Context: an optimization exercise on an open-source flow, tuned for small area, a short achievable clock period and few clock cycles per item. The choices shown serve that exercise and are no tape-out recipe.
Only simulation tests tie the RTL to the original design; equivalence was not proved.
Power is estimated from default activity; no workload was simulated.

==> inputs of v12 <==
// akelarre_core
module akelarre_core (
    input  wire         clk,
    input  wire         rst,
    input  wire         start,
    input  wire [1:0]   op,
    input  wire [3:0]   rounds,
    input  wire         rot_en,
    input  wire [1:0]   klen_m1,
    input  wire [127:0] key,
    input  wire [127:0] blk_in,
    output wire         ready,
    output reg          done,
    output wire [127:0] blk_out
);
==> flow/config.mk <==
export PLATFORM = sky130hd
export DESIGN_NAME = akelarre_core
export DESIGN_NICKNAME = akelarre_core
export VERILOG_FILES = /design/flow/design.v
export SDC_FILE = /design/flow/constraint.sdc
export NUM_CORES = 4
export LEC_CHECK = 0
export CAP_MARGIN = 20
export CORE_MARGIN = 2
export CORE_UTILIZATION = 45
export SLEW_MARGIN = 20
export SYNTH_MEMORY_MAX_BITS = 8192
==> flow/constraint.sdc <==
create_clock -name core_clock -period 13.0 [get_ports {clk}]
set_input_delay 2.6000 -clock core_clock [delete_from_list [all_inputs] [get_ports {clk}]]
set_output_delay 2.6000 -clock core_clock [all_outputs]
set_load 0.01 [all_outputs]
standard.sh (not shown) runs the stock make flow with config.mk's settings and CLKGATE_MAP_FILE= SYNTH_SCRIPT=/design/flow/synth_recipe.tcl, a recipe that flattens the netlist after the stock synthesis.
==> flow/flow/run.sh <==
#!/bin/bash
# The standard ORFS layout (the standard.sh: standard synthesis, floorplan,
# placement, CTS, routing, finish) with the design's SDC unchanged; only the
# setup repair steps aim for a larger slack margin, so that the layout is
# sized for a shorter achieved period.
set -euo pipefail
export SETUP_SLACK_MARGIN=8.0
bash standard.sh > standard.log 2>&1
==> v32 (differences from v12) <==
--- a/flow/design.v
+++ b/flow/design.v
@@ -12,11 +12,11 @@
     output reg          done,
     output wire [127:0] blk_out
 );
     localparam [31:0] A0 = 32'h01234567;
     localparam [31:0] A1 = 32'h89ABCDEF;
-    localparam E = 23;
+    localparam E = 24;
     localparam [1:0] OP_KEYEXP = 2'd0, OP_ENC = 2'd1, OP_DEC = 2'd2;
     localparam [1:0] G_IDLE = 2'd0,    
                      G_FULL = 2'd1,    
                      G_DECB = 2'd2,    
                      G_HEAD = 2'd3;    
@@ -1834,31 +1834,31 @@
     wire [2:0]  ri      = ld_new ? 3'd0 : rcnt[2:0];
     wire [15:0] khalf   = key_r >> {~ri, 4'd0};
     reg  [31:0] shead;
     always @(*) begin
         case ({kl, gsrc})
-            {2'd0, 4'd1}: shead = entv[32 +: 32];
-            {2'd0, 4'd2}: shead = entv[96 +: 32];
-            {2'd0, 4'd3}: shead = entv[160 +: 32];
-            {2'd0, 4'd4}: shead = entv[224 +: 32];
-            {2'd0, 4'd5}: shead = entv[288 +: 32];
-            {2'd0, 4'd6}: shead = entv[352 +: 32];
-            {2'd0, 4'd7}: shead = entv[416 +: 32];
-            {2'd0, 4'd8}: shead = entv[480 +: 32];
-            {2'd0, 4'd9}: shead = entv[544 +: 32];
-            {2'd0, 4'd10}: shead = entv[608 +: 32];
-            {2'd0, 4'd11}: shead = entv[672 +: 32];
-            {2'd1, 4'd1}: shead = entv[96 +: 32];
-            {2'd1, 4'd2}: shead = entv[224 +: 32];
-            {2'd1, 4'd3}: shead = entv[352 +: 32];
-            {2'd1, 4'd4}: shead = entv[480 +: 32];
-            {2'd1, 4'd5}: shead = entv[608 +: 32];
-            {2'd2, 4'd1}: shead = entv[160 +: 32];
-            {2'd2, 4'd2}: shead = entv[352 +: 32];
-            {2'd2, 4'd3}: shead = entv[544 +: 32];
-            {2'd3, 4'd1}: shead = entv[224 +: 32];
-            {2'd3, 4'd2}: shead = entv[480 +: 32];
+            {2'd0, 4'd1}: shead = entv[64 +: 32];
+            {2'd0, 4'd2}: shead = entv[128 +: 32];
+            {2'd0, 4'd3}: shead = entv[192 +: 32];
+            {2'd0, 4'd4}: shead = entv[256 +: 32];
+            {2'd0, 4'd5}: shead = entv[320 +: 32];
+            {2'd0, 4'd6}: shead = entv[384 +: 32];
+            {2'd0, 4'd7}: shead = entv[448 +: 32];
+            {2'd0, 4'd8}: shead = entv[512 +: 32];
+            {2'd0, 4'd9}: shead = entv[576 +: 32];
+            {2'd0, 4'd10}: shead = entv[640 +: 32];
+            {2'd0, 4'd11}: shead = entv[704 +: 32];
+            {2'd1, 4'd1}: shead = entv[128 +: 32];
+            {2'd1, 4'd2}: shead = entv[256 +: 32];
+            {2'd1, 4'd3}: shead = entv[384 +: 32];
+            {2'd1, 4'd4}: shead = entv[512 +: 32];
+            {2'd1, 4'd5}: shead = entv[640 +: 32];
+            {2'd2, 4'd1}: shead = entv[192 +: 32];
+            {2'd2, 4'd2}: shead = entv[384 +: 32];
+            {2'd2, 4'd3}: shead = entv[576 +: 32];
+            {2'd3, 4'd1}: shead = entv[256 +: 32];
+            {2'd3, 4'd2}: shead = entv[512 +: 32];
             default: shead = 32'd0;
         endcase
     end
     wire [31:0] rval    = (gsrc == 4'd0) ? {khalf, khalf} : shead;
     wire [31:0] key0    = {key_r[127:112], key_r[127:112]};
@@ -1885,14 +1885,14 @@
             reg [31:0] q;
             reg [3:0]  sl;
             reg        last;
             always @(*) begin
                 case (kl)
-                    2'd0:    begin sl = (ge + 1) / 2; last = ((ge + 1) % 2) == 1; end
-                    2'd1:    begin sl = (ge + 1) / 4; last = ((ge + 1) % 4) == 3; end
-                    2'd2:    begin sl = (ge + 1) / 6; last = ((ge + 1) % 6) == 5; end
-                    default: begin sl = (ge + 1) / 8; last = ((ge + 1) % 8) == 7; end
+                    2'd0:    begin sl = ge / 2; last = (ge % 2) == 1; end
+                    2'd1:    begin sl = ge / 4; last = (ge % 4) == 3; end
+                    2'd2:    begin sl = ge / 6; last = (ge % 6) == 5; end
+                    default: begin sl = ge / 8; last = (ge % 8) == 7; end
                 endcase
             end
             wire [31:0] nxt;
             if (ge == E - 1) begin : g_end
                 assign nxt = 32'd0;
==> flow/flow/run.sh (replaced) <==
#!/bin/bash
# The standard ORFS layout (the standard.sh: standard synthesis, floorplan,
# placement, CTS, routing, finish) with the design's SDC unchanged; only the
# setup repair steps aim for a larger slack margin, so that the layout is
# sized for a shorter achieved period.
set -euo pipefail
export SETUP_SLACK_MARGIN=8.5
bash standard.sh > standard.log 2>&1
==> summary of the runs <==
v32 ran to the end with no violations. v12 produced a clean layout.
Of v12 and v32, v32 has the higher register-to-register slack (gap 50 ps).
In v12 the hold slack is lower than in v32, by 13 ps.
Between v12 and v32, the lower area after synthesis is in v12 (gap about 3%, measured against v32).
Clock skew: v32 is higher than v12 (17 ps).
Between v12 and v32, the lower sequential share of layout area is in v32 (gap 1.5 points).
==> figures <==
| item | v12 | v32 |
|---|---|---|
| Status | complete, no violations | complete, no violations |
| Largest driver fanout on the critical path | 5 | 4 |
| Standard cell area after detailed placement | 0.09572 mm² | 0.09821 mm² |
| Worst-case reg-to-reg path depth | 20 | 21 |
| Max IR drop VDD | 0.0001480 V | 0.0001746 V |
| Number of sequential storage elements | 1421 | 1453 |
| Share of the final layout cell area in multi-input gates | 0.4273 | 0.4234 |
| Worst hold slack | 388.4 ps | 401.9 ps |
| Fin Clk Skew | 56.28 ps | 72.84 ps |
| Transition time at the pin with the least slew margin | 1265 ps | 1243 ps |
| Post-synthesis compound-gate area fraction | 0.1702 | 0.1436 |
| Final net count | 8887 | 9434 |
Testbench counts of v12, summed over its fixed seeds: cycles 66,628, items 640.
Testbench counts of v32, summed over its fixed seeds: cycles 66,628, items 640.

## static timing again, ports no longer ideal
In the flow no input, the clock included, has a driving cell. The finished layouts below were timed again as built, in two steps.
Step 1 (the two cells are an assumption about what drives the block):
set clk [get_ports {clk}]
set_driving_cell -lib_cell sky130_fd_sc_hd__clkbuf_16 $clk
set_driving_cell -lib_cell sky130_fd_sc_hd__buf_2 [delete_from_list [all_inputs] $clk]
Step 2 also shifts input and output timing later by t, the mid clock arrival at the registers, as if the neighbouring blocks saw the same clock.
Three values: ideal, step 1, step 2; two values: the first two.
run | t, ns | setup slack, ns | hold slack, ns | worst register clock-pin slew, ns
v12 | 0.905 | 7.766 / 7.766 / 7.198 | 0.388 / 0.388 / 0.388 | 0.07 / 0.07
v32 | 0.939 | 7.819 / 7.819 / 7.606 | 0.402 / 0.402 / 0.402 | 0.08 / 0.08
After both steps setup and hold are still met in every run listed. The setup slack of v12, which loses most, moves by 0.000 ns with the drivers and by -0.568 ns with both steps.
